From an optimization exercise on the open Yosys and OpenROAD flow, aimed at small area, a short achievable clock period and few clock cycles; shortcuts taken in it are not production practice.
In this exercise RTL edits were held to simulation tests only and were not proved equivalent to the original.

==> flow/design.v <==
module osmsl_qadd (
    input  wire [63:0] b,
    input  wire        is_lat,      
    output reg         t_sign,
    output reg  [10:0] t_exp,
    output reg  [52:0] t_mant,
    output reg         t_inc,
    output reg         t_zero,
    output reg         fault
);
    localparam [52:0] C_MANT = 53'h16800000000000;
    wire        b_sign = b[63];
    wire [10:0] b_efld = b[62:52];
    wire [51:0] b_frac = b[51:0];
    wire [10:0] a_exp  = (b_efld == 11'd0) ? 11'd1 : b_efld;
    wire [52:0] a_mant = {b_efld != 11'd0, b_frac};
    wire [10:0] c_exp  = is_lat ? 11'd1029 : 11'd1030;
    wire        a_big  = (a_exp > c_exp) ||
                         ((a_exp == c_exp) && (a_mant[52:47] >= 6'b101101));
    wire [10:0] e_big  = a_big ? a_exp : c_exp;
    wire [52:0] m_big  = a_big ? a_mant : C_MANT;
    wire [52:0] m_small = a_big ? C_MANT : a_mant;
    wire [10:0] d_ac   = a_exp - c_exp;
    wire [10:0] d_ca   = c_exp - a_exp;
    wire [10:0] diff   = a_big ? d_ac : d_ca;
    reg  [55:0] ms3, mask, aligned;
    reg         sticky;
    reg  [56:0] sum;
    reg  [55:0] norm;
    reg  [11:0] e_far;
    reg  [53:0] dcl, dnorm;
    reg  [5:0]  lz;
    reg         close;
    reg  [11:0] e_t;
    reg         ovf;
    integer     k;
    always @* begin
        ms3 = {m_small, 3'b000};
        for (k = 0; k < 56; k = k + 1)
            mask[k] = (diff > k);
        sticky = |(ms3 & mask);
        if (diff > 11'd55)
            aligned = 56'd0;
        else
            aligned = ms3 >> diff[5:0];
        aligned[0] = aligned[0] | sticky;
        if (b_sign)      
            sum = {1'b0, m_big, 3'b000} - {1'b0, aligned};
        else
            sum = {1'b0, m_big, 3'b000} + {1'b0, aligned};
        if (sum[56]) begin
            norm  = {sum[56:2], sum[1] | sum[0]};
            e_far = {1'b0, e_big} + 12'd1;
        end else if (sum[55]) begin
            norm  = sum[55:0];
            e_far = {1'b0, e_big};
        end else begin
            norm  = {sum[54:0], 1'b0};
            e_far = {1'b0, e_big} - 12'd1;
        end
        dcl = {m_big, 1'b0} - (diff[0] ? {1'b0, m_small} : {m_small, 1'b0});
        lz = 6'd0;
        for (k = 0; k <= 53; k = k + 1)
            if (dcl[k]) lz = 6'd53 - k[5:0];
        dnorm = dcl << lz;
        close = b_sign && (diff[10:1] == 10'd0) && !dcl[53] && !dcl[52];
        if (close) begin
            t_mant = dnorm[53:1];
            t_inc  = 1'b0;
            e_t    = {1'b0, e_big} - {6'd0, lz};
        end else begin
            t_mant = norm[55:3];
            t_inc  = norm[2] & (norm[1] | norm[0] | norm[3]);
            e_t    = e_far;
        end
        ovf = t_inc && (&norm[55:3]);
        t_zero = close && (dcl == 54'd0);
        t_sign = a_big ? b_sign : 1'b0;
        t_exp  = e_t[10:0];
        if (t_zero) begin
            t_sign = 1'b0;
            t_exp  = 11'd0;
            t_mant = 53'd0;
        end
        fault = (b_efld == 11'h7FF) ||
                (!t_zero && ((e_t >= 12'd2017) || ((e_t == 12'd2016) && ovf)));
    end
endmodule
module osmsl_qdiv (
    input  wire [52:0] t_mant,
    input  wire        t_inc,
    output wire [56:0] q,
    output wire        rem_nz
);
    function [11:0] ta9;     
        input [6:0] s;
        case (s)
            7'd0: ta9 = 12'd0;
            7'd1: ta9 = 12'd3185;
            7'd2: ta9 = 12'd2275;
            7'd3: ta9 = 12'd1365;
            7'd4: ta9 = 12'd455;
            7'd5: ta9 = 12'd3640;
            7'd6: ta9 = 12'd2730;
            7'd7: ta9 = 12'd1820;
            7'd8: ta9 = 12'd910;
            7'd9: ta9 = 12'd0;
            7'd10: ta9 = 12'd3185;
            7'd11: ta9 = 12'd2275;
            7'd12: ta9 = 12'd1365;
            7'd13: ta9 = 12'd455;
            7'd14: ta9 = 12'd3640;
            7'd15: ta9 = 12'd2730;
            7'd16: ta9 = 12'd1820;
            7'd17: ta9 = 12'd910;
            7'd18: ta9 = 12'd0;
            7'd19: ta9 = 12'd3185;
            7'd20: ta9 = 12'd2275;
            7'd21: ta9 = 12'd1365;
            7'd22: ta9 = 12'd455;
            7'd23: ta9 = 12'd3640;
            7'd24: ta9 = 12'd2730;
            7'd25: ta9 = 12'd1820;
            7'd26: ta9 = 12'd910;
            7'd27: ta9 = 12'd0;
            7'd28: ta9 = 12'd3185;
            7'd29: ta9 = 12'd2275;
            7'd30: ta9 = 12'd1365;
            7'd31: ta9 = 12'd455;
            7'd32: ta9 = 12'd3640;
            7'd33: ta9 = 12'd2730;
            7'd34: ta9 = 12'd1820;
            7'd35: ta9 = 12'd910;
            7'd36: ta9 = 12'd0;
            7'd37: ta9 = 12'd3185;
            7'd38: ta9 = 12'd2275;
            7'd39: ta9 = 12'd1365;
            7'd40: ta9 = 12'd455;
            7'd41: ta9 = 12'd3640;
            7'd42: ta9 = 12'd2730;
            7'd43: ta9 = 12'd1820;
            7'd44: ta9 = 12'd910;
            7'd45: ta9 = 12'd0;
            7'd46: ta9 = 12'd3185;
            7'd47: ta9 = 12'd2275;
            7'd48: ta9 = 12'd1365;
            7'd49: ta9 = 12'd455;
            7'd50: ta9 = 12'd3640;
            7'd51: ta9 = 12'd2730;
            7'd52: ta9 = 12'd1820;
            7'd53: ta9 = 12'd910;
            7'd54: ta9 = 12'd0;
            7'd55: ta9 = 12'd3185;
            7'd56: ta9 = 12'd2275;
            7'd57: ta9 = 12'd1365;
            7'd58: ta9 = 12'd455;
            7'd59: ta9 = 12'd3640;
            7'd60: ta9 = 12'd2730;
            7'd61: ta9 = 12'd1820;
            7'd62: ta9 = 12'd910;
            7'd63: ta9 = 12'd0;
            7'd64: ta9 = 12'd3185;
            7'd65: ta9 = 12'd2275;
            7'd66: ta9 = 12'd1365;
            7'd67: ta9 = 12'd455;
            7'd68: ta9 = 12'd3640;
            7'd69: ta9 = 12'd2730;
            7'd70: ta9 = 12'd1820;
            7'd71: ta9 = 12'd910;
            7'd72: ta9 = 12'd0;
            7'd73: ta9 = 12'd3185;
            7'd74: ta9 = 12'd2275;
            7'd75: ta9 = 12'd1365;
            7'd76: ta9 = 12'd455;
            7'd77: ta9 = 12'd3640;
            7'd78: ta9 = 12'd2730;
            7'd79: ta9 = 12'd1820;
            7'd80: ta9 = 12'd910;
            7'd81: ta9 = 12'd0;
            7'd82: ta9 = 12'd3185;
            7'd83: ta9 = 12'd2275;
            7'd84: ta9 = 12'd1365;
            7'd85: ta9 = 12'd455;
            7'd86: ta9 = 12'd3640;
            7'd87: ta9 = 12'd2730;
            7'd88: ta9 = 12'd1820;
            7'd89: ta9 = 12'd910;
            7'd90: ta9 = 12'd0;
            7'd91: ta9 = 12'd3185;
            7'd92: ta9 = 12'd2275;
            7'd93: ta9 = 12'd1365;
            7'd94: ta9 = 12'd455;
            7'd95: ta9 = 12'd3640;
            7'd96: ta9 = 12'd2730;
            7'd97: ta9 = 12'd1820;
            7'd98: ta9 = 12'd910;
            7'd99: ta9 = 12'd0;
            7'd100: ta9 = 12'd3185;
            7'd101: ta9 = 12'd2275;
            7'd102: ta9 = 12'd1365;
            7'd103: ta9 = 12'd455;
            7'd104: ta9 = 12'd3640;
            7'd105: ta9 = 12'd2730;
            7'd106: ta9 = 12'd1820;
            7'd107: ta9 = 12'd910;
            7'd108: ta9 = 12'd0;
            7'd109: ta9 = 12'd3185;
            7'd110: ta9 = 12'd2275;
            7'd111: ta9 = 12'd1365;
            7'd112: ta9 = 12'd455;
            7'd113: ta9 = 12'd3640;
            7'd114: ta9 = 12'd2730;
            7'd115: ta9 = 12'd1820;
            7'd116: ta9 = 12'd910;
            7'd117: ta9 = 12'd0;
            7'd118: ta9 = 12'd3185;
            7'd119: ta9 = 12'd2275;
            7'd120: ta9 = 12'd1365;
            7'd121: ta9 = 12'd455;
            7'd122: ta9 = 12'd3640;
            7'd123: ta9 = 12'd2730;
            7'd124: ta9 = 12'd1820;
            7'd125: ta9 = 12'd910;
            7'd126: ta9 = 12'd0;
            7'd127: ta9 = 12'd3185;
            default: ta9 = 12'd0;
        endcase
    endfunction
    function [11:0] ta5;     
        input [4:0] s;
        case (s)
            5'd0: ta5 = 12'd0;
            5'd1: ta5 = 12'd2457;
            5'd2: ta5 = 12'd819;
            5'd3: ta5 = 12'd3276;
            5'd4: ta5 = 12'd1638;
            5'd5: ta5 = 12'd0;
            5'd6: ta5 = 12'd2457;
            5'd7: ta5 = 12'd819;
            5'd8: ta5 = 12'd3276;
            5'd9: ta5 = 12'd1638;
            5'd10: ta5 = 12'd0;
            5'd11: ta5 = 12'd2457;
            5'd12: ta5 = 12'd819;
            5'd13: ta5 = 12'd3276;
            5'd14: ta5 = 12'd1638;
            5'd15: ta5 = 12'd0;
            5'd16: ta5 = 12'd2457;
            5'd17: ta5 = 12'd819;
            5'd18: ta5 = 12'd3276;
            5'd19: ta5 = 12'd1638;
            5'd20: ta5 = 12'd0;
            5'd21: ta5 = 12'd2457;
            5'd22: ta5 = 12'd819;
            5'd23: ta5 = 12'd3276;
            5'd24: ta5 = 12'd1638;
            5'd25: ta5 = 12'd0;
            5'd26: ta5 = 12'd2457;
            5'd27: ta5 = 12'd819;
            5'd28: ta5 = 12'd3276;
            5'd29: ta5 = 12'd1638;
            5'd30: ta5 = 12'd0;
            5'd31: ta5 = 12'd2457;
            default: ta5 = 12'd0;
        endcase
    endfunction
    function [56:0] rep12;
        input [11:0] v;
        rep12 = {v[8:0], v, v, v, v};
    endfunction
    wire [52:0] t = t_mant;
    wire [9:0] s9 = {4'd0, t[5:0]}   + {4'd0, t[11:6]}  + {4'd0, t[17:12]} +
                    {4'd0, t[23:18]} + {4'd0, t[29:24]} + {4'd0, t[35:30]} +
                    {4'd0, t[41:36]} + {4'd0, t[47:42]} + {5'd0, t[52:48]} +
                    {9'd0, t_inc};
    wire [6:0] s9b = {3'd0, s9[9:6]} + {1'b0, s9[5:0]};
    wire [7:0] s5 = {4'd0, t[3:0]}   + {4'd0, t[7:4]}   + {4'd0, t[11:8]}  +
                    {4'd0, t[15:12]} + {4'd0, t[19:16]} + {4'd0, t[23:20]} +
                    {4'd0, t[27:24]} + {4'd0, t[31:28]} + {4'd0, t[35:32]} +
                    {4'd0, t[39:36]} + {4'd0, t[43:40]} + {4'd0, t[47:44]} +
                    {4'd0, t[51:48]} + {7'd0, t[52]} + {7'd0, t_inc};
    wire [4:0] s5b = {1'b0, s5[7:4]} + {1'b0, s5[3:0]};
    wire [11:0] a9r = ta9(s9b);
    wire [11:0] a5r = ta5(s5b);
    assign rem_nz = (a9r != 12'd0) || (a5r != 12'd0);
    wire [12:0] a95 = {1'b0, a9r} + {1'b0, a5r} + 13'd1;
    wire        wrap = a95[12];                  
    function [113:0] csa;                        
        input [56:0] x1, x2, x3;
        csa = {((x1 & x2) | (x1 & x3) | (x2 & x3)) << 1, x1 ^ x2 ^ x3};
    endfunction
    wire [56:0] tw = {4'd0, t};
    wire [56:0] nt16 = ~(tw << 16), nt28 = ~(tw << 28), nt40 = ~(tw << 40), nt52 = ~(tw << 52);
    wire [56:0] kc = t_inc ? 57'd140912628340836868 : 57'd4;
    wire [113:0] l1a = csa(tw << 14, tw << 11, tw << 9);
    wire [113:0] l1b = csa(tw << 26, tw << 23, tw << 21);
    wire [113:0] l1c = csa(tw << 38, tw << 35, tw << 33);
    wire [113:0] l1d = csa(tw << 50, tw << 47, tw << 45);
    wire [113:0] l1e = csa(nt16, nt28, nt40);
    wire [113:0] l2a = csa(l1a[56:0], l1a[113:57], l1b[56:0]);
    wire [113:0] l2b = csa(l1b[113:57], l1c[56:0], l1c[113:57]);
    wire [113:0] l2c = csa(l1d[56:0], l1d[113:57], l1e[56:0]);
    wire [113:0] l2d = csa(l1e[113:57], nt52, kc);
    wire [113:0] l3a = csa(l2a[56:0], l2a[113:57], l2b[56:0]);
    wire [113:0] l3b = csa(l2b[113:57], l2c[56:0], l2c[113:57]);
    wire [113:0] l4a = csa(l3a[56:0], l3a[113:57], l3b[56:0]);
    wire [113:0] l4b = csa(l3b[113:57], l2d[56:0], l2d[113:57]);
    wire [113:0] l5a = csa(l4a[56:0], l4a[113:57], l4b[56:0]);
    wire [113:0] l6a = csa(l5a[56:0], l5a[113:57], l4b[113:57]);
    wire [113:0] l7a = csa(l6a[56:0], l6a[113:57], rep12(a9r));
    wire [113:0] l8a = csa(l7a[56:0], l7a[113:57], rep12(a5r));
    assign q = l8a[56:0] + l8a[113:57] + {56'd0, wrap};
endmodule
module osmsl_qround (
    input  wire        t_sign,
    input  wire [10:0] t_exp,
    input  wire        t_zero,
    input  wire [56:0] q,
    input  wire        rem_nz,
    input  wire        is_lat,
    output reg  [31:0] r
);
    reg  [52:0] vm;
    reg         g, s, rnd;
    reg  signed [13:0] e;      
    reg  [53:0] vmx;           
    reg  [54:0] a1;            
    reg  [5:0]  n;
    reg  [53:0] sh;
    reg  [31:0] base;
    reg         inc, half, cy;
    integer     k;
    always @* begin
        if (q[56]) begin
            vm = q[56:4];
            g  = q[3];
            s  = (|q[2:0]) | rem_nz;
            e  = $signed({3'b000, t_exp}) - 14'sd1050;
        end else begin
            vm = q[55:3];
            g  = q[2];
            s  = (|q[1:0]) | rem_nz;
            e  = $signed({3'b000, t_exp}) - 14'sd1051;
        end
        if (!is_lat)
            e = e - 14'sd1;
        rnd = g & (s | vm[0]);
        vmx = {1'b0, vm};
        a1[0] = 1'b1;
        for (k = 1; k <= 54; k = k + 1)
            a1[k] = a1[k-1] & vmx[k-1];
        n    = -e[5:0];
        base = 32'd0;
        inc  = 1'b0;
        half = 1'b0;
        cy   = 1'b0;
        sh   = 54'd0;
        if (e >= 14'sd0) begin
            if (e < 14'sd32)
                base = (vm[31:0] + {31'd0, rnd}) << e[4:0];
        end else if (e >= -14'sd54) begin
            sh   = vmx >> n;
            base = sh[31:0];
            half = vmx[n - 6'd1] ^ (rnd & a1[n - 6'd1]);
            cy   = rnd & a1[n];
            inc  = half | cy;
        end
        if (t_zero)
            r = 32'd0;
        else
            r = (base ^ {32{t_sign}}) + {31'd0, (e >= 14'sd0) ? t_sign : (inc ^ t_sign)};
    end
endmodule
module osmsl_dqmag (
    input  wire [44:0] a,
    input  wire [3:0]  i,
    output wire [45:0] mag,
    output wire        neg
);
    wire [5:0]  n   = {i, 1'b0} + {2'b00, i};
    wire [46:0] pw  = 47'd1 << n;                  
    wire [46:0] a2  = {1'b0, a, 1'b0};             
    wire [46:0] hi  = ~(pw - 47'd1);
    assign neg = ~|(a2 & hi);
    wire [46:0] s   = (neg ? ~a2 : a2) + (neg ? pw : ~pw) + 47'd1;
    assign mag = s[45:0];
endmodule
module osmsl_dqn (
    input  wire [45:0] mag,
    input  wire        neg,
    input  wire [5:0]  eoff,
    input  wire        is_lat,
    output reg  [63:0] f
);
    reg  [52:0] m;         
    reg  [5:0]  lz;
    reg  [52:0] mn;
    reg  [11:0] ex;
    integer     k;
    always @* begin
        m  = {7'd0, mag} * 53'd45;
        lz = 6'd0;
        for (k = 0; k <= 52; k = k + 1)
            if (m[k]) lz = 6'd52 - k[5:0];
        mn = m << lz;
        ex = (is_lat ? 12'd1076 : 12'd1077) - {6'd0, eoff} - {6'd0, lz};
        if (mag == 46'd0)
            f = 64'd0;
        else
            f = {neg, ex[10:0], mn[51:0]};
    end
endmodule
module osmsl_core (
    input  wire         clk,
    input  wire         rst,           
    input  wire         cmd_valid,
    input  wire [7:0]   cmd,
    input  wire         wr_en,
    input  wire [4:0]   wr_addr,       
    input  wire [63:0]  wr_data,
    output wire         busy,
    output reg  [63:0]  lat,
    output reg  [63:0]  lon,
    output reg  [7:0]   zoom,
    output reg  [44:0]  x,
    output reg  [44:0]  y,
    output reg  [31:0]  c1,
    output reg  [31:0]  c2,
    output reg  [3:0]   nd,
    output reg  [1:0]   np,
    output reg  [3:0]   idx,
    output reg  [3:0]   clen,
    output wire [119:0] cbuf,          
    output reg          stop,
    output reg  [2:0]   err
);
    localparam [7:0] C_QNT  = 8'h10, C_DQN = 8'h11, C_MRT  = 8'h20,
                     C_ENC  = 8'h40, C_LEN = 8'h41, C_EIN  = 8'h42,
                     C_EMIT = 8'h43, C_PADC = 8'h44,
                     C_DEC  = 8'h50, C_DIN = 8'h51, C_ACC  = 8'h52,
                     C_ZADJ = 8'h53;
    localparam [2:0] E_ILLCMD = 3'd1, E_NONFINITE = 3'd2, E_ZOOM = 3'd3,
                     E_SEQ = 3'd4;
    localparam [1:0] S_IDLE = 2'd0, S_EXEC = 2'd1, S_DEC2 = 2'd2, S_DQN2 = 2'd3;
    reg [1:0] state;
    reg [7:0] creg;                  
    reg [7:0] buf_q [0:14];
    genvar gk;
    generate
        for (gk = 0; gk < 15; gk = gk + 1) begin : g_cbuf
            assign cbuf[8*gk+7:8*gk] = buf_q[gk];
        end
    endgenerate
    assign busy = (state != S_IDLE);
    wire accept = cmd_valid && (state == S_IDLE);
    function [7:0] enc_char;
        input [5:0] d;
        begin
            if (d < 6'd26)
                enc_char = 8'h41 + {2'b00, d};
            else if (d < 6'd52)
                enc_char = 8'h61 + {2'b00, d - 6'd26};
            else if (d < 6'd62)
                enc_char = 8'h30 + {2'b00, d - 6'd52};
            else if (d == 6'd62)
                enc_char = 8'h5F;
            else
                enc_char = 8'h7E;
        end
    endfunction
    function [6:0] dec_char;
        input [7:0] c;
        begin
            if (c >= 8'h41 && c <= 8'h5A)
                dec_char = {1'b1, c[5:0] - 6'h01};
            else if (c >= 8'h61 && c <= 8'h7A)
                dec_char = {1'b1, c[5:0] - 6'h21 + 6'd26};
            else if (c >= 8'h30 && c <= 8'h39)
                dec_char = {1'b1, c[5:0] - 6'h30 + 6'd52};
            else if (c == 8'h5F)
                dec_char = {1'b1, 6'd62};
            else if (c == 8'h7E || c == 8'h40)
                dec_char = {1'b1, 6'd63};
            else
                dec_char = 7'd0;
        end
    endfunction
    function [31:0] interleave;
        input [14:0] a;
        input [14:0] b;
        integer j;
        begin
            interleave = 32'd0;
            for (j = 0; j < 15; j = j + 1) begin
                interleave[2*j+1] = a[j];
                interleave[2*j]   = b[j];
            end
        end
    endfunction
    reg        dirty_x, dirty_y;      
    reg        sel_y;                 
    wire       upd_ll = (state == S_DEC2) || (state == S_DQN2);    
    wire       dx_n   = rst || (wr_en && wr_addr == 5'd1) || upd_ll || (dirty_x && sel_y);
    wire       dy_n   = rst || (wr_en && wr_addr == 5'd0) || upd_ll || (dirty_y && !sel_y);
    always @(posedge clk) begin
        dirty_x <= dx_n;
        dirty_y <= dy_n;
        sel_y   <= !dx_n && dy_n;
    end
    wire        t_sign, t_zero, t_fault, t_inc;
    wire [10:0] t_exp;
    wire [52:0] t_mant;
    osmsl_qadd u_add (.b(sel_y ? lat : lon), .is_lat(sel_y), .t_sign(t_sign),
                      .t_exp(t_exp), .t_mant(t_mant), .t_inc(t_inc), .t_zero(t_zero),
                      .fault(t_fault));
    reg         a_tag, a_pend;        
    reg         a_sign, a_zero, a_fault;
    reg  [10:0] a_exp;
    reg  [52:0] a_mant;
    reg         a_inc;
    always @(posedge clk) begin
        a_tag   <= sel_y;
        a_sign  <= t_sign;
        a_zero  <= t_zero;
        a_fault <= t_fault;
        a_exp   <= t_exp;
        a_mant  <= t_mant;
        a_inc   <= t_inc;
    end
    wire [56:0] d_q;
    wire        d_nz;
    osmsl_qdiv u_div (.t_mant(a_mant), .t_inc(a_inc), .q(d_q), .rem_nz(d_nz));
    reg         b_tag;
    reg         b_sign, b_zero, b_fault;
    reg  [10:0] b_exp;
    reg  [56:0] b_q;
    reg         b_nz;
    always @(posedge clk) begin
        b_tag   <= a_tag;
        b_sign  <= a_sign;
        b_zero  <= a_zero;
        b_fault <= a_fault;
        b_exp   <= a_exp;
        b_q     <= d_q;
        b_nz    <= d_nz;
    end
    wire [31:0] r_out;
    osmsl_qround u_rnd (.t_sign(b_sign), .t_exp(b_exp), .t_zero(b_zero),
                        .q(b_q), .rem_nz(b_nz), .is_lat(b_tag), .r(r_out));
    reg  [31:0] hx, hy;
    reg         hfx, hfy;
    wire [31:0] rx  = b_tag ? hx  : r_out;      
    wire [31:0] ry  = b_tag ? r_out : hy;
    wire        rfx = b_tag ? hfx : b_fault;
    wire        rfy = b_tag ? b_fault : hfy;
    wire        q_fault = rfx | rfy;
    always @(posedge clk) begin
        hx  <= rx;
        hy  <= ry;
        hfx <= rfx;
        hfy <= rfy;
    end
    wire qvalid = !dirty_x && !dirty_y && !a_pend;
    reg  [45:0] mgx, mgy;
    reg         ngx, ngy;
    reg  [5:0]  meoff;
    wire [45:0] gmx, gmy;
    wire        gnx, gny;
    osmsl_dqmag u_mag_lon (.a(x), .i(idx), .mag(gmx), .neg(gnx));
    osmsl_dqmag u_mag_lat (.a(y), .i(idx), .mag(gmy), .neg(gny));
    wire [63:0] dq_lon, dq_lat;
    osmsl_dqn u_dqn_lon (.mag(mgx), .neg(ngx), .eoff(meoff), .is_lat(1'b0), .f(dq_lon));
    osmsl_dqn u_dqn_lat (.mag(mgy), .neg(ngy), .eoff(meoff), .is_lat(1'b1), .f(dq_lat));
    wire signed [7:0] zs      = zoom;
    wire              zoom_ok = (zs >= -8'sd8) && (zs <= 8'sd22);
    wire [4:0]        zp8     = zoom[4:0] + 5'd8;       
    wire [5:0]        zp10    = {1'b0, zp8} + 6'd2;
    wire [5:0]        len_ndw = zp10 / 6'd3;
    wire [5:0]        len_npw = {1'b0, zp8} % 6'd3;
    wire [3:0]        len_nd  = len_ndw[3:0];
    wire [1:0]        len_np  = len_npw[1:0];
    wire [3:0]        len_tot = len_nd + {2'b00, len_np};
    wire [31:0] enc_c1 = interleave(rx[31:17], ry[31:17]);
    wire [31:0] enc_c2 = interleave(rx[16:2],  ry[16:2]);
    wire [59:0] enc_dig = {enc_c1[29:0], enc_c2[29:0]};    
    reg  [5:0] digit;
    always @* begin
        case (idx)
            4'd0: digit = c1[29:24];
            4'd1: digit = c1[23:18];
            4'd2: digit = c1[17:12];
            4'd3: digit = c1[11:6];
            4'd4: digit = c1[5:0];
            4'd5: digit = c2[29:24];
            4'd6: digit = c2[23:18];
            4'd7: digit = c2[17:12];
            4'd8: digit = c2[11:6];
            default: digit = c2[5:0];
        endcase
    end
    wire [7:0] digit_char = enc_char(digit);
    wire emit_ok = (idx < nd);
    wire [4:0] nd_np = {1'b0, nd} + {3'b000, np};
    wire padc_ok = (idx >= nd) && ({1'b0, idx} < nd_np);
    wire [7:0] acc_char = (idx < 4'd15) ? buf_q[idx] : 8'h00;
    wire [6:0] acc_dec  = dec_char(acc_char);
    wire       acc_found = acc_dec[6];
    wire [5:0] acc_d    = acc_dec[5:0];
    wire [2:0] acc_xb   = {acc_d[5], acc_d[3], acc_d[1]};
    wire [2:0] acc_yb   = {acc_d[4], acc_d[2], acc_d[0]};
    wire       acc_end  = stop || (idx >= clen);
    reg  [14:0] dm;           
    reg  [15:0] dsel;         
    reg  [44:0] dxl, dyl;     
    reg  [44:0] dx_r, dy_r;   
    reg  [3:0]  dn;           
    reg  [7:0]  dzoom;        
    reg         dok;
    reg  [6:0]  dd;
    integer     i;
    always @* begin
        dok = 1'b1;
        dxl = 45'd0;
        dyl = 45'd0;
        for (i = 0; i < 15; i = i + 1) begin
            dd  = dec_char(buf_q[i]);
            dok = dok && dd[6] && (i < clen);
            dm[i] = dok;
            if (dok) begin
                dxl[44-3*i -: 3] = {dd[5], dd[3], dd[1]};
                dyl[44-3*i -: 3] = {dd[4], dd[2], dd[0]};
            end
        end
        dsel[0]  = !dm[0];
        for (i = 1; i < 15; i = i + 1)
            dsel[i] = dm[i-1] && !dm[i];
        dsel[15] = dm[14];
        dx_r  = 45'd0;
        dy_r  = 45'd0;
        dn    = 4'd0;
        dzoom = 8'd0;
        for (i = 0; i < 16; i = i + 1) begin
            if (dsel[i]) begin
                dx_r  = dx_r | (dxl >> (45 - 3*i));
                dy_r  = dy_r | (dyl >> (45 - 3*i));
                dn    = dn | i;
                dzoom = dzoom | ((8'hF8 + 3*i) & 8'hFF);
            end
        end
    end
    wire [44:0] dx_neg = 45'h100000000000 - {1'b0, dxl[43:0]};
    wire [44:0] dy_neg = 45'h100000000000 - {1'b0, dyl[43:0]};
    wire [45:0] dmx = dxl[44] ? {1'b0, dxl[43:0], 1'b0} : {dx_neg, 1'b0};
    wire [45:0] dmy = dyl[44] ? {1'b0, dyl[43:0], 1'b0} : {dy_neg, 1'b0};
    wire [4:0] idx1    = {1'b0, idx} + 5'd1;
    wire [7:0] pad_c0  = (idx < 4'd15) ? buf_q[idx] : 8'h00;
    wire [7:0] pad_c1  = (idx1 < 5'd15) ? buf_q[idx1[3:0]] : 8'h00;
    wire       pad0    = (idx < clen) && (pad_c0 == 8'h2D);
    wire       pad1    = (idx1 < {1'b0, clen}) && (pad_c1 == 8'h2D);
    wire [7:0] zadj_zoom = pad0 ? (pad1 ? zoom - 8'd1 : zoom - 8'd2) : zoom;
    integer k;
    always @(posedge clk) begin
        if (rst) begin
            state   <= S_IDLE;
            creg    <= 8'd0;
            a_pend  <= 1'b0;
            lat     <= 64'd0;
            lon     <= 64'd0;
            zoom    <= 8'd0;
            x       <= 45'd0;
            y       <= 45'd0;
            c1      <= 32'd0;
            c2      <= 32'd0;
            nd      <= 4'd0;
            np      <= 2'd0;
            idx     <= 4'd0;
            clen    <= 4'd0;
            stop    <= 1'b0;
            err     <= 3'd0;
            for (k = 0; k < 15; k = k + 1)
                buf_q[k] <= 8'd0;
        end else begin
            a_pend <= sel_y ? dirty_y : dirty_x;
            if (wr_en) begin
                case (wr_addr)
                    5'd0: lat  <= wr_data;
                    5'd1: lon  <= wr_data;
                    5'd2: zoom <= wr_data[7:0];
                    5'd3: clen <= wr_data[3:0];
                    default:
                        if (wr_addr[4] && wr_addr[3:0] != 4'd15)
                            buf_q[wr_addr[3:0]] <= wr_data[7:0];
                endcase
            end
            case (state)
                S_IDLE: if (accept) begin
                    creg <= cmd;
                    if (err == 3'd0) begin
                        if (cmd == C_DEC) begin
                            x     <= dx_r;
                            y     <= dy_r;
                            zoom  <= dzoom;
                            idx   <= dn;
                            stop  <= 1'b1;
                            mgx   <= dmx;
                            mgy   <= dmy;
                            ngx   <= !dxl[44];
                            ngy   <= !dyl[44];
                            meoff <= 6'd45;
                            state <= S_DEC2;
                        end else begin
                            state <= S_EXEC;
                        end
                    end
                end
                S_DEC2, S_DQN2: begin
                    lon   <= dq_lon;
                    lat   <= dq_lat;
                    if (state == S_DEC2)
                        zoom <= zadj_zoom;
                    state <= S_IDLE;
                end
                default: begin
                    state <= S_IDLE;
                    case (creg)
                        C_QNT: begin
                            if (!qvalid)
                                state <= S_EXEC;
                            else if (q_fault)
                                err <= E_NONFINITE;
                            else begin
                                x <= {13'd0, rx};
                                y <= {13'd0, ry};
                            end
                        end
                        C_ENC: begin
                            if (!qvalid)
                                state <= S_EXEC;
                            else if (q_fault)
                                err <= E_NONFINITE;
                            else begin
                                x  <= {13'd0, rx};
                                y  <= {13'd0, ry};
                                c1 <= enc_c1;
                                c2 <= enc_c2;
                                if (!zoom_ok) begin
                                    err <= E_ZOOM;
                                end else begin
                                    nd   <= len_nd;
                                    np   <= len_np;
                                    idx  <= len_tot;
                                    clen <= len_tot;
                                    for (k = 0; k < 12; k = k + 1) begin
                                        if (k < len_nd)
                                            buf_q[k] <= enc_char(enc_dig[59-6*k -: 6]);
                                        else if (k < len_tot)
                                            buf_q[k] <= 8'h2D;
                                    end
                                end
                            end
                        end
                        C_DQN: begin
                            mgx   <= gmx;
                            mgy   <= gmy;
                            ngx   <= gnx;
                            ngy   <= gny;
                            meoff <= {idx, 1'b0} + {2'b00, idx};
                            state <= S_DQN2;
                        end
                        C_MRT: begin
                            c1 <= interleave(x[31:17], y[31:17]);
                            c2 <= interleave(x[16:2],  y[16:2]);
                        end
                        C_LEN: begin
                            if (!zoom_ok) begin
                                err <= E_ZOOM;
                            end else begin
                                nd <= len_nd;
                                np <= len_np;
                            end
                        end
                        C_EIN: begin
                            idx  <= 4'd0;
                            clen <= 4'd0;
                        end
                        C_EMIT: begin
                            if (!emit_ok) begin
                                err <= E_SEQ;
                            end else begin
                                buf_q[idx] <= digit_char;
                                idx  <= idx + 4'd1;
                                clen <= idx + 4'd1;
                            end
                        end
                        C_PADC: begin
                            if (!padc_ok) begin
                                err <= E_SEQ;
                            end else begin
                                buf_q[idx] <= 8'h2D;
                                idx  <= idx + 4'd1;
                                clen <= idx + 4'd1;
                            end
                        end
                        C_DIN: begin
                            x    <= 45'd0;
                            y    <= 45'd0;
                            zoom <= 8'hF8;
                            idx  <= 4'd0;
                            stop <= 1'b0;
                        end
                        C_ACC: begin
                            if (acc_end || !acc_found) begin
                                stop <= 1'b1;
                            end else begin
                                x    <= {x[41:0], acc_xb};
                                y    <= {y[41:0], acc_yb};
                                zoom <= zoom + 8'd3;
                                idx  <= idx + 4'd1;
                            end
                        end
                        C_ZADJ: zoom <= zadj_zoom;
                        default: err <= E_ILLCMD;
                    endcase
                end
            endcase
        end
    end
endmodule
==> flow/run.sh <==
#!/bin/bash
# synth_recipe.tcl (not shown) runs the flow's synth.tcl, then flattens the netlist and writes it again
# the make line also repeats each setting of config.mk as NAME=value (left out here)
make -C /OpenROAD-flow-scripts/flow DESIGN_CONFIG=/design/flow/config.mk WORK_HOME=/design/flow/orfs CLKGATE_MAP_FILE= SYNTH_SCRIPT=/design/flow/synth_recipe.tcl finish
==> flow/config.mk <==
export PLATFORM = sky130hd
export DESIGN_NAME = osmsl_core
export DESIGN_NICKNAME = osmsl_core
export VERILOG_FILES = /design/flow/design.v
export SDC_FILE = /design/flow/constraint.sdc
export NUM_CORES = 4
export LEC_CHECK = 0
export CAP_MARGIN = 20
export CORE_MARGIN = 2
export CORE_UTILIZATION = 35
export SETUP_SLACK_MARGIN = 5
export SLEW_MARGIN = 20
==> flow/constraint.sdc <==
create_clock -name core_clock -period 18.0 [get_ports {clk}]
set_input_delay 3.6000 -clock core_clock [delete_from_list [all_inputs] [get_ports {clk}]]
set_output_delay 3.6000 -clock core_clock [all_outputs]
set_load 0.01 [all_outputs]
==> summary.txt <==
## worst min path at each step
stage | startpoint | endpoint | slack, ns | cells past startpoint
final | a_sign | b_sign | 0.33 | 0
after global routing | a_zero | b_zero | 0.33 | 0
after CTS | a_sign | b_sign | 0.33 | 0
after detailed placement | a_sign | b_sign | 0.31 | 0
after global placement | a_zero | b_zero | 0.31 | 0
after floorplan | a_exp[0] | b_exp[0] | 0.31 | 0
## critical path, delay by kind of cell, from the launching register on
family	cells	cell delay, ns
muxes	1	0.20
xor gates and xnor gates	5	0.71
AOI/OAI and AO/OA	41	6.84
DFF	1	0.36
buffers and inverters	4	0.55
and+or+nand+nor	12	1.36
adders and majority gates	11	4.02
## cell usage in the layout (no fill, tap or decap), types with 130 or more instances in the layout
master and n:
a211oi_1 362, a21o_1 167, a21oi_1 1378, a221oi_1 179, a31oi_1 225, buf_4 830
clkdlybuf4s50_1 496, dfxtp_1 509, edfxtp_1 227, fa_1 649, ha_1 909, inv_1 1275
mux2_2 222, mux2i_1 676, nand2_1 1748, nand2b_1 130, nand3_1 399, nor2_1 1997
nor2b_1 164, nor3_1 539, o211ai_1 251, o21ai_0 1078, o22ai_1 187, o31ai_1 137
xnor2_1 534, xor2_1 267
## what timing repair did
item,in CTS,in global routing
pin swaps,77,128
cloned,3,5
setup buffers,169,111
gates resized for setup,140,199
setup endpoints to repair,117,116
## registers in the layout, summed over array words and instances, names as in the netlist, 45 cells and up, named ones only
| signal | count |
|---|---|
| buf_q | 128 |
| lat | 64 |
| lon | 64 |
| b_q | 57 |
| a_mant | 53 |
| mgy | 46 |
| mgx | 45 |
| x | 45 |
| y | 45 |
## area by class of cell
type / instances / share of cell area
Timing Repair Buffer: 1391 / 0.07966
Antenna cell: 44 / 0.0007285
Multi-Input combinational cell: 14633 / 0.7078
Clock inverter: 50 / 0.003957
Inverter: 1305 / 0.03270
Clock buffer: 128 / 0.01830
Tap cell: 4972 / 0.04116
Sequential cell: 757 / 0.1157
## per-stage QoR
| step | cell area, um2 | utilization | instances | hold WS, ns |
|---|---|---|---|---|
| floorplan | 131700 | - | 17833 | 0.3096 |
| global placement | 143800 | 0.3855 | 22766 | 0.3147 |
| detailed placement | 143900 | 0.3856 | 22769 | 0.3149 |
| CTS | 149100 | 0.3998 | 23119 | 0.3271 |
| global route | 151000 | 0.4049 | 23241 | 0.3311 |
| finish | 151100 | 0.4051 | 23280 | 0.3253 |
## layer usage
metal	global-route usage	vias up
met5	0.001768	-
met1	0.5185	73548
met4	0.2479	84
met2	0.5725	10624
met3	0.1304	2272
li1	-	64877
## logic make-up after synthesis
kind of cell | share of synthesized area
buffers and inverters | 0.07058
AOI/OAI and AO/OA | 0.2582
xor gates and xnor gates | 0.05674
and+or+nand+nor | 0.2045
adders and majority gates | 0.1906
other | 0.00005718
DFF | 0.1327
muxes | 0.08656
==> flow_metrics.env <==
export IMPL_die_area_um2=380200
export IMPL_hold_path_class="reg -> reg"
export IMPL_rsz0062_at_grt="true"
export IMPL_final_period_utilization=0.7859
export IMPL_place_ws_ns=2.286
export IMPL_clk_pin_slew_ns=0.06
export IMPL_h_tree_depth=3
export IMPL_synth_edff_count=227
export IMPL_min_period_ns=14.15
export IMPL_met1_length_um=311700
export IMPL_critPathKind="reg -> reg"
export IMPL_setup_violations=0
export IMPL_synth_ff_type="dfxtp_1"
export IMPL_crit_top_cell="a21oi_2"
export IMPL_coreArea_um2=373000
export IMPL_drt_iter0_markers=24187
export IMPL_regToRegStartpoint="a_mant[0]"
export IMPL_synthCells=17829
export IMPL_yosysSeqAreaShare=0.1327
export IMPL_skew_ns=0.1040
export IMPL_ant_nets=0
export IMPL_hold_viol_final=0
export IMPL_remaining_drc_errors=0
export IMPL_maxSlewHeadroom=0.07331
export IMPL_fin_nets=19857
export IMPL_ff2ff_path_depth=74
export IMPL_initial_core_util=0.3521
export IMPL_synth_distinct_cells=119
export IMPL_multi_input_area_um2=107000
export IMPL_place_congestion=1.104
export IMPL_grt_pass1_wl_um=1095000
export IMPL_wl_um=799900
export IMPL_cp_slowest_stage_delay_ns=0.59
export IMPL_status="complete, no violations"
export IMPL_cts_buffers_inserted=96
export IMPL_cp_required_ns=18.68
export IMPL_synth_most_common_cell="nor2_1"
export IMPL_regArea_um2=17490
export IMPL_cts_hold_buffers_added=0
export IMPL_root_buffer="clkbuf_16"
export IMPL_io_pins=510
export IMPL_vias_per_cell=6.504
export IMPL_syn_area_per_cell_um2=7.366
export IMPL_ys_async_sr_fraction=0
export IMPL_postLayoutSetupSlackWorst_ns=3.854
export IMPL_crit_start="a_mant[0]"
export IMPL_worst_ep_arrival_time_ns=14.83
export IMPL_antenna_found_initial=103
export IMPL_syn2layout_area_growth_pct=15.07
export IMPL_n_fill_cell=38753
export IMPL_routed_top_layer="met5"
export IMPL_yosys_warnings=7
export IMPL_grt_use_total=0.4006
export IMPL_worstPathMaxFanout=4
export IMPL_crit_path_start_kind="register"
export IMPL_crit_slowest_cell="fa_1"
export IMPL_num_rows=224
export IMPL_io_buffer_count=505
export IMPL_grt_pass1_vias=138427
export IMPL_tightest_slew_ns=1.390
export IMPL_setup_worst_path_end_class="register"
export IMPL_wl_met2_um=321300
export IMPL_drtPass1Iterations=10
export IMPL_ys_top_cells_by_area="fa_1 10%, ha_1 8.9%, dfxtp_1 8.1%"
export IMPL_reg2reg_to="b_q[46]"
export IMPL_max_cap_viol_count=0
export IMPL_gr_total_overflow=0
export IMPL_r2r_setup_slack_ns=3.85
export IMPL_yosys_register_bits=757
export IMPL_syn_cell_area_um2=131300
export IMPL_wl_met3_um=104700
export IMPL_yosys_top_cells_count="2018 x nor2_1, 1766 x nand2_1, 1434 x a21oi_1, 1290 x inv_1, 1118 x o21ai_0"
export IMPL_die_height_um=616.6
export IMPL_vias=151405
export IMPL_die_x_um=616.6
export IMPL_cts_sinks=757
export IMPL_yosysTopAreaCellShare=0.1004
export IMPL_fmax_mhz=70.69
export IMPL_hpwl_um=642400
export IMPL_drive_above_1_share=0.1059
export IMPL_cts_tree="done"
export IMPL_wire_per_inst_um=34.36
export IMPL_clock_path_buffers=3
export IMPL_crit_path_end="b_q[46]"
export IMPL_clock_latency_ns=0.84
export IMPL_synth_top_cell_by_area="fa_1"
export IMPL_final_setup_tns_ns=0
export IMPL_slew_violations=0
export IMPL_grt_max_degree=85
Testbench counts, summed over its fixed seeds: cycles 2,872.

-- separate check: timing with driven ports --
Ports are ideal in the flow. The routed layout listed here was re-timed in OpenROAD.
Step 1 assumes that a clkbuf_16 drives the clock port and a buf_2 every other input.
Step 2 also shifts input and output timing later by t, the mid clock arrival at the registers, as if the neighbouring blocks saw the same clock.
a / b / c = no drivers / after step 1 / after step 2; a / b = the first two.
t (ns): 0.887
setup slack, ns: 3.854 / 3.854 / 3.854
worst hold slack (ns): 0.325 / 0.325 / 0.325
latest minus earliest clock arrival (ns): 0.105 / 0.104
cell pins on the clock port's net: 1
After both steps setup and hold are still met in this run. The setup slack of this run moves by 0.000 ns with the drivers and by 0.000 ns with both steps.
